What follows belongs to an exercise in optimizing a design on an open flow for small area, a short achievable clock period and few clock cycles; a production flow would make more cautious choices. At most, simulation tests tie the RTL to the original design; equivalence was not proved. No activity file was given, so power comes from the tool's default toggle rates.

old:
==> flow/design.v (excerpt) <==
module owd_core (
    input              clk,
    input              rst,
    input              start,
    input              cancel,
    input      [31:0]  sample_rate_hz,
    input              force_overdrive,
    input              channel_valid,
    input      [7:0]   channel,
    output reg         cur_valid,
    output reg [1:0]   cur_cmd,
    output reg [31:0]  cur_n,
    input              cur_ack,
    input      [63:0]  cur_sample,
    input              cur_level,
    input              cur_eos,
    output             snk_valid,
    output     [180:0] snk_data,
    output             idle,
    output             busy,
    output             halted,
    output reg [1:0]   halt_reason,
    output     [7:0]   chan
);
==> flow/config.mk <==
export PLATFORM = sky130hd
export DESIGN_NAME = owd_core
export DESIGN_NICKNAME = owd_core
export VERILOG_FILES = /design/flow/design.v
export SDC_FILE = /design/flow/constraint.sdc
export NUM_CORES = 4
export LEC_CHECK = 0
export ABC_CLOCK_PERIOD_IN_PS = 3500
export CAP_MARGIN = 30
export CORE_MARGIN = 2
export CORE_UTILIZATION = 55
export SETUP_SLACK_MARGIN = 5
export SLEW_MARGIN = 30
==> flow/constraint.sdc <==
create_clock -name core_clock -period 12.0 [get_ports {clk}]
set_input_delay 2.4000 -clock core_clock [delete_from_list [all_inputs] [get_ports {clk}]]
set_output_delay 2.4000 -clock core_clock [all_outputs]
set_load 0.01 [all_outputs]
run.sh (not shown) runs the stock make flow with config.mk's settings and CLKGATE_MAP_FILE= SYNTH_SCRIPT=/design/flow/synth_recipe.tcl, a recipe that flattens the netlist after the stock synthesis.
Testbench counts of old, summed over its fixed seeds: cycles 58,474.
Setup changes, old to new
diff --git a/flow/design.v b/flow/design.v
--- a/flow/design.v
+++ b/flow/design.v
@@ -293,39 +293,32 @@
                         acc[bits] <= 1'b1;
                     bits <= bits + 6'd1;
                 end
             end
             if ((ph == S_M2) && ack && (bits == 6'd0))
                 field_start <= fall;
-            if (ack && cur_eos) begin
-                if (ph == S_B) begin
-                    ph <= S_EFIX;
-                end else begin
-                    halt_reason <= HR_EOS;
-                    ph          <= S_HALT;
-                end
-            end else begin
+            begin
                 case (ph)
                     S_IDLE: begin
+                        layer       <= LAYER_UNKNOWN;
+                        bits        <= 6'd0;
+                        unk         <= 1'b1;
+                        defer       <= 1'b0;
+                        hacc        <= 1'b0;
+                        lazy        <= 1'b0;
+                        fr_done     <= 1'b0;
+                        asm_pend    <= 1'b0;
+                        tstep       <= 6'd0;
+                        field_start[42:0] <= {1'b0, sample_rate_hz[31:13], 23'd0};
                         if (start) begin
                             if (sample_rate_hz < MIN_SAMPLE_RATE_HZ || !channel_valid) begin
                                 halt_reason <= HR_CONFIG;
                                 ph          <= S_CFGE;
                             end else begin
                                 cfg_chan    <= channel;
                                 halt_reason <= HR_NONE;
-                                layer       <= LAYER_UNKNOWN;
-                                bits        <= 6'd0;
-                                unk         <= 1'b1;
-                                defer       <= 1'b0;
-                                hacc        <= 1'b0;
-                                lazy        <= 1'b0;
-                                fr_done     <= 1'b0;
-                                asm_pend    <= 1'b0;
-                                tstep       <= 6'd0;
-                                field_start[42:0] <= {1'b0, sample_rate_hz[31:13], 23'd0};
                                 ph          <= S_Q;
                             end
                         end
                     end
                     S_CFGE: ph <= S_HALT;
                     S_Q: if (ack) begin
@@ -490,12 +483,21 @@
                     end else begin
                         ph <= S_C1;
                     end
                 end
             end
         end
+        if (ack && cur_eos) begin
+            rv <= 1'b0;
+            if (ph == S_B) begin
+                ph <= S_EFIX;
+            end else begin
+                halt_reason <= HR_EOS;
+                ph          <= S_HALT;
+            end
+        end
         if (rst) begin
             ph          <= S_IDLE;
             halt_reason <= HR_NONE;
             cfg_chan    <= 8'd0;
             rv          <= 1'b0;
         end
==> run notes <==
new closes out successfully: all stages finished, all timing, DRC and antenna checks passed.
new: instance area at placement 2.0% below old
When new is measured against old, its fraction of the cycle the final worst path needs turns out 0.64 points lower.
Summary of new over old: power fell about 37%; number of antenna violations at the first check in global routing up 5; time the final worst path needs with I/O delays and setup now sits lower.
new: routed wire length higher than old
Relative to old, relative area of non-clock buffer cells in the final design increased by 0.50 points in new.
new vs old — final setup skew rose 0.0095 ns.
Summary of new over old: worst hold slack went up, maximum ir drop on the vdd rail has decreased, clock share of power has increased, final critical-path setup slack higher.
For new, only the layout was checked, not whether the RTL still works.

owd_core, a different RTL version from the one above (not shown whole).
Size: ~3900 cells after synthesis, about 380 flip-flops, roughly 32000 um2 of cells after synthesis.
// owd_core
module owd_core (
    input              clk,
    input              rst,
    input              start,
    input              cancel,
    input      [31:0]  sample_rate_hz,
    input              force_overdrive,
    input              channel_valid,
    input      [7:0]   channel,
    output reg         cur_valid,
    output reg [1:0]   cur_cmd,
    output reg [31:0]  cur_n,
    input              cur_ack,
    input      [63:0]  cur_sample,
    input              cur_level,
    input              cur_eos,
    output             snk_valid,
    output     [180:0] snk_data,
    output             idle,
    output             busy,
    output             halted,
    output reg [1:0]   halt_reason,
    output     [7:0]   chan
);
==> flow/config.mk <==
export PLATFORM = sky130hd
export DESIGN_NAME = owd_core
export DESIGN_NICKNAME = owd_core
export VERILOG_FILES = /design/flow/design.v
export SDC_FILE = /design/flow/constraint.sdc
export NUM_CORES = 4
export LEC_CHECK = 0
export ABC_CLOCK_PERIOD_IN_PS = 3500
export CAP_MARGIN = 30
export CORE_MARGIN = 2
export CORE_UTILIZATION = 55
export SETUP_SLACK_MARGIN = 5
export SLEW_MARGIN = 30
==> flow/constraint.sdc <==
create_clock -name core_clock -period 12.0 [get_ports {clk}]
set_input_delay 2.4000 -clock core_clock [delete_from_list [all_inputs] [get_ports {clk}]]
set_output_delay 2.4000 -clock core_clock [all_outputs]
set_load 0.01 [all_outputs]
Testbench counts at the start, summed over its fixed seeds: cycles 58,474.
Rerun with:
--- a/flow/design.v
+++ b/flow/design.v
@@ -260,19 +260,24 @@
     wire m2_ok   = (ph == S_M2) && ack && !cur_eos;
     wire do_disp = (m2_ok && !x_gh && !x_gl && !unk) || (ph == S_DISP);
     wire f_rst   = (ph == S_DISP) ? c_rst   : x_rst;
     wire f_warn  = (ph == S_DISP) ? c_warn  : x_warn;
     wire f_gtchk = (ph == S_DISP) ? c_gtchk : dd_gt15;
     wire f_gtsp  = (ph == S_DISP) ? c_gtsp  : dd_gt30;
     wire [24:0] fsp_lo  = {1'b0, fall[23:0]} + {8'd0, t30};
     wire [63:0] fall_sp = {fsp_lo[24] ? sb_hi_p1 : fall[63:24], fsp_lo[23:0]};
     always @(posedge clk) begin
-        begin
+        if (rst) begin
+            ph          <= S_IDLE;
+            halt_reason <= HR_NONE;
+            cfg_chan    <= 8'd0;
+            rv          <= 1'b0;
+        end else begin
             rv  <= 1'b0;
             rfd <= 1'b0;
             rfr <= 1'b0;
             if (!thr_ready) begin
                 tstep <= tstep + 6'd1;
                 field_start[42:0] <= {te_rn, te_qn};
                 case (te_wr)
                     4'd1: acc[32:0] <= {trem, tqb[12:0]};
                     4'd2: t10    <= tqb[15:0];
@@ -290,19 +295,26 @@
                 asm_pend <= 1'b0;
                 if (asm_on) begin
                     if (asm_bit)
                         acc[bits] <= 1'b1;
                     bits <= bits + 6'd1;
                 end
             end
             if ((ph == S_M2) && ack && (bits == 6'd0))
                 field_start <= fall;
-            begin
+            if (ack && cur_eos) begin
+                if (ph == S_B) begin
+                    ph <= S_EFIX;
+                end else begin
+                    halt_reason <= HR_EOS;
+                    ph          <= S_HALT;
+                end
+            end else begin
                 case (ph)
                     S_IDLE: begin
                         if (start) begin
                             if (sample_rate_hz < MIN_SAMPLE_RATE_HZ || !channel_valid) begin
                                 halt_reason <= HR_CONFIG;
                                 ph          <= S_CFGE;
                             end else begin
                                 cfg_chan    <= channel;
                                 halt_reason <= HR_NONE;
@@ -334,20 +346,19 @@
                         ph   <= S_M1;
                     end
                     S_M1: if (ack) begin
                         fall   <= cur_sample;
                         h_lt10 <= dd_lt10;
                         h_gap  <= dd_gt1000;
                         ph     <= S_M2;
                     end
                     S_M2: if (ack) begin
-                        if (!x_rst)
-                            fall <= fall_sp;
+                        fall <= fall_sp;
                         if (!x_gl)
                             rise <= cur_sample;
                         if (x_gh || x_gl) begin
                             rmk   <= MK_INVALID;
                             hacc  <= !x_gh;
                             ph    <= S_GQ;
                         end else begin
                             defer   <= 1'b0;
                             c_rst   <= x_rst;
@@ -458,19 +469,19 @@
                         ph          <= S_HALT;
                     end
                     default: ;  
                 endcase
                 if (do_disp) begin
                     if (f_rst) begin
                         rv     <= 1'b1;
                         rtype  <= REC_COMMIT;
                         warn   <= f_warn;
-                        ph     <= S_RQ;
+                        ph     <= (ph == S_DISP) ? S_RQ : S_RA;
                     end else if (f_gtsp) begin
                         if (ph == S_DISP)
                             fall  <= fall_sp;
                         rv        <= 1'b1;
                         rtype     <= REC_MARKER;
                         rbase     <= 2'd0;
                         rmk       <= MK_ZERO;
                         lvl       <= 1'b0;
                         prog_rise <= 1'b0;
@@ -480,26 +491,11 @@
                         ph        <= asm_next;
                     end else if (f_gtchk) begin
                         ph <= S_B;
                     end else begin
                         ph <= S_C1;
                     end
                 end
             end
         end
-        if (ack && cur_eos) begin
-            rv <= 1'b0;
-            if (ph == S_B) begin
-                ph <= S_EFIX;
-            end else begin
-                halt_reason <= HR_EOS;
-                ph          <= S_HALT;
-            end
-        end
-        if (rst) begin
-            ph          <= S_IDLE;
-            halt_reason <= HR_NONE;
-            cfg_chan    <= 8'd0;
-            rv          <= 1'b0;
-        end
     end
 endmodule
=> Die area rose by 5.8%. Total power fell by 5.6%. Via count fell by 2.7%. Final area rose by 4.3%. Count of clock-buffer cells in the layout fell by 12. Wire length fell by 1.6%. Global-route usage fell by 2.6 points. Non-clock buffer count fell by 22.
The RTL of the second run of this note was laid out without a check of its function.

Another version of the RTL of owd_core (not shown whole).
Size in the first run: about 0.033 sq mm of cells after synthesis.
clock: 12.0 ns
lec_check: 0
cap_margin: 30
core_margin: 2
core_utilization: 55
setup_slack_margin: 5
slew_margin: 30
Then changed:
--- a/flow/design.v
+++ b/flow/design.v
@@ -39,19 +39,19 @@
     reg [7:0]  cfg_chan;
     reg [63:0] ex, ey, field_start;
     reg [47:0] acc;
     reg [5:0]  bits;
     reg [1:0]  layer;
     reg        unk;         
     reg        defer;       
     reg        gapped;      
     reg        warn;
-    reg [23:0] hw;          
+    reg [24:0] hw;          
     reg        hw_ok;       
     reg        hacc;        
     reg        lvl;         
     reg        lazy;        
     reg        prog_rise;   
     reg        ra_rec;
     reg        fr_done;
     reg        asm_pend, asm_bit;
     reg [15:0] t10;
@@ -123,21 +123,22 @@
     wire        te_c1  = (te_t0 >= 22'd1000000);
     wire [21:0] te_rm  = te_t0 - (te_c2 ? 22'd2000000 : te_c1 ? 22'd1000000 : 22'd0);
     wire [19:0] te_rn  = te_rm[19:0];
     wire [1:0]  te_cn  = {te_c2, te_c1 & !te_c2};
     wire [22:0] te_qn  = {te_sq[21:0], 1'b0} + {21'd0, te_cn} +
                          ((!te_div && te_b) ? {10'd0, tQ} : 23'd0);
     wire [39:0] ex_hi_p1 = ex[63:24] + 40'd1;
     wire [24:0] dlo      = {1'b0, ey[23:0]} - {1'b0, ex[23:0]};
     wire        d_small  = dlo[24] ? (ey[63:24] == ex_hi_p1) : (ey[63:24] == ex[63:24]);
-    wire [23:0] dw       = d_small ? dlo[23:0] : 24'hFFFFFF;
-    wire [24:0] hsum     = {1'b0, hw} + {1'b0, dw};
-    wire [23:0] hw_acc   = hsum[24] ? 24'hFFFFFF : hsum[23:0];
+    wire [23:0] dl       = dlo[23:0];
+    wire [24:0] hsum     = {1'b0, hw[23:0]} + {1'b0, dl};
+    wire [24:0] hw_new   = !d_small ? 25'h1000000 : {1'b0, dl};
+    wire [24:0] hw_acc   = !d_small ? 25'h1000000 : {hw[24] | hsum[24], hsum[23:0]};
     function lt24;
         input [23:0] a, b;
         reg [31:0] l0, e0;
         reg [15:0] l1, e1;
         reg [7:0]  l2, e2;
         reg [3:0]  l3, e3;
         reg [1:0]  l4, e4;
         integer i;
         begin
@@ -156,27 +157,27 @@
                 e3[i] = e2[2*i+1] & e2[2*i];
             end
             for (i = 0; i < 2; i = i + 1) begin
                 l4[i] = l3[2*i+1] | (e3[2*i+1] & l3[2*i]);
                 e4[i] = e3[2*i+1] & e3[2*i];
             end
             lt24 = l4[1] | (e4[1] & l4[0]);
         end
     endfunction
-    wire h_lt10    = lt24(hw, {8'd0, t10});
-    wire h_gt1000  = lt24({1'b0, t1000}, hw);
-    wire d_lt10    = lt24(dw, {8'd0, t10});
-    wire d_gt15    = lt24({8'd0, t15}, dw);
-    wire d_gt30    = lt24({7'd0, t30}, dw);
-    wire d_gt40    = lt24({6'd0, t40}, dw);
-    wire d_lt88    = lt24(dw, {5'd0, t88});
-    wire d_gt380   = lt24({3'd0, t380}, dw);
-    wire d_lt480   = lt24(dw, {3'd0, t480});
+    wire h_lt10    = !hw[24] && lt24(hw[23:0], {8'd0, t10});
+    wire h_gt1000  =  hw[24] || lt24({1'b0, t1000}, hw[23:0]);
+    wire d_lt10    =  d_small && lt24(dl, {8'd0, t10});
+    wire d_gt15    = !d_small || lt24({8'd0, t15}, dl);
+    wire d_gt30    = !d_small || lt24({7'd0, t30}, dl);
+    wire d_gt40    = !d_small || lt24({6'd0, t40}, dl);
+    wire d_lt88    =  d_small && lt24(dl, {5'd0, t88});
+    wire d_gt380   = !d_small || lt24({3'd0, t380}, dl);
+    wire d_lt480   =  d_small && lt24(dl, {3'd0, t480});
     wire x_gh   = !defer && !gapped && h_lt10;
     wire x_gl   = !defer && !gapped && d_lt10;
     wire x_rst  = d_gt380 || (force_overdrive && d_gt40 && d_lt88);
     wire x_warn = d_gt380 && d_lt480;
     reg [5:0] layer_width;
     always @(*) begin
         case (layer)
             LAYER_DATA:    layer_width = 6'd16;
             LAYER_COMMAND: layer_width = 6'd48;
@@ -299,19 +300,19 @@
                     S_M1: if (ack) begin
                         if (!hacc)
                             ex <= ey;
                         ey    <= cur_sample;
                         hw_ok <= 1'b0;
                         ph    <= S_M2;
                     end
                     S_M2: begin
                         if (!hw_ok) begin
-                            hw    <= hacc ? hw_acc : dw;
+                            hw    <= hacc ? hw_acc : hw_new;
                             hw_ok <= 1'b1;
                             hacc  <= 1'b0;
                         end
                         if (ack) begin
                             ex      <= ey;
                             ey      <= cur_sample;
                             gapped  <= 1'b0;
                             ph      <= S_D;
                         end
The new run completed with no timing, DRC or antenna violations. Via count came out lower by 1.5%. Cell area is lower by 4.2%. Total power goes down by 7.0%. Maximum frequency increases by 8.5%. Clock skew drops by 0.011 ns. Setup slack gains 0.58 ns. Routed wire length goes down by 3.5%. Sequential share of layout area grows by 1.4 points. Non-clock buffer count is lower by 92. Utilization came out lower by 3.0 points. Cell count goes down by 1.0%. Sequential power stays flat. Register-to-register slack improved by 0.58 ns. Hold slack loses 0.0052 ns.
Function was not checked in any run of this note: the RTL went through the layout flow alone.

==> static timing again, ports no longer ideal <==
How much do the figures lean on ideal ports? The routed layouts below were timed once more, with nothing changed but the port constraints. Step 1 sets driving cells, clkbuf_16 on the clock port and buf_2 on the other inputs (assumed; they add their load-dependent delay and slew). Step 2 adds t to the input delays and takes it off the output delays; t is the mean of the earliest and latest rising clock arrival at the registers after step 1. Input paths then give back, and output paths get back, about the clock's delay inside the block. Three values: ideal ports, drivers, drivers and shift; two values: the first two.
run | t (ns) | setup slack, ns | clock arrival spread, ns | slew at the worst register clock pin (ns)
old | 0.681 | 4.989 / 4.963 / 4.282 | 0.019 / 0.019 | 0.07 / 0.07
new | 0.676 | 5.066 / 5.028 / 4.352 | 0.028 / 0.029 | 0.07 / 0.07
the first run of note 2 | 0.683 | 5.089 / 5.127 / 4.444 | 0.042 / 0.042 | 0.07 / 0.07
the second run of note 2 | 0.675 | 5.057 / 5.092 / 4.417 | 0.019 / 0.019 | 0.07 / 0.07
the first run of note 3 | 0.671 | 4.622 / 4.622 / 4.622 | 0.029 / 0.030 | 0.07 / 0.07
the second run of note 3 | 0.669 | 5.200 / 5.200 / 4.671 | 0.019 / 0.019 | 0.07 / 0.07
After both steps setup and hold are still met in every run listed. For new, which loses most, drivers alone change the setup slack by -0.038 ns; drivers and shift together by -0.714 ns.
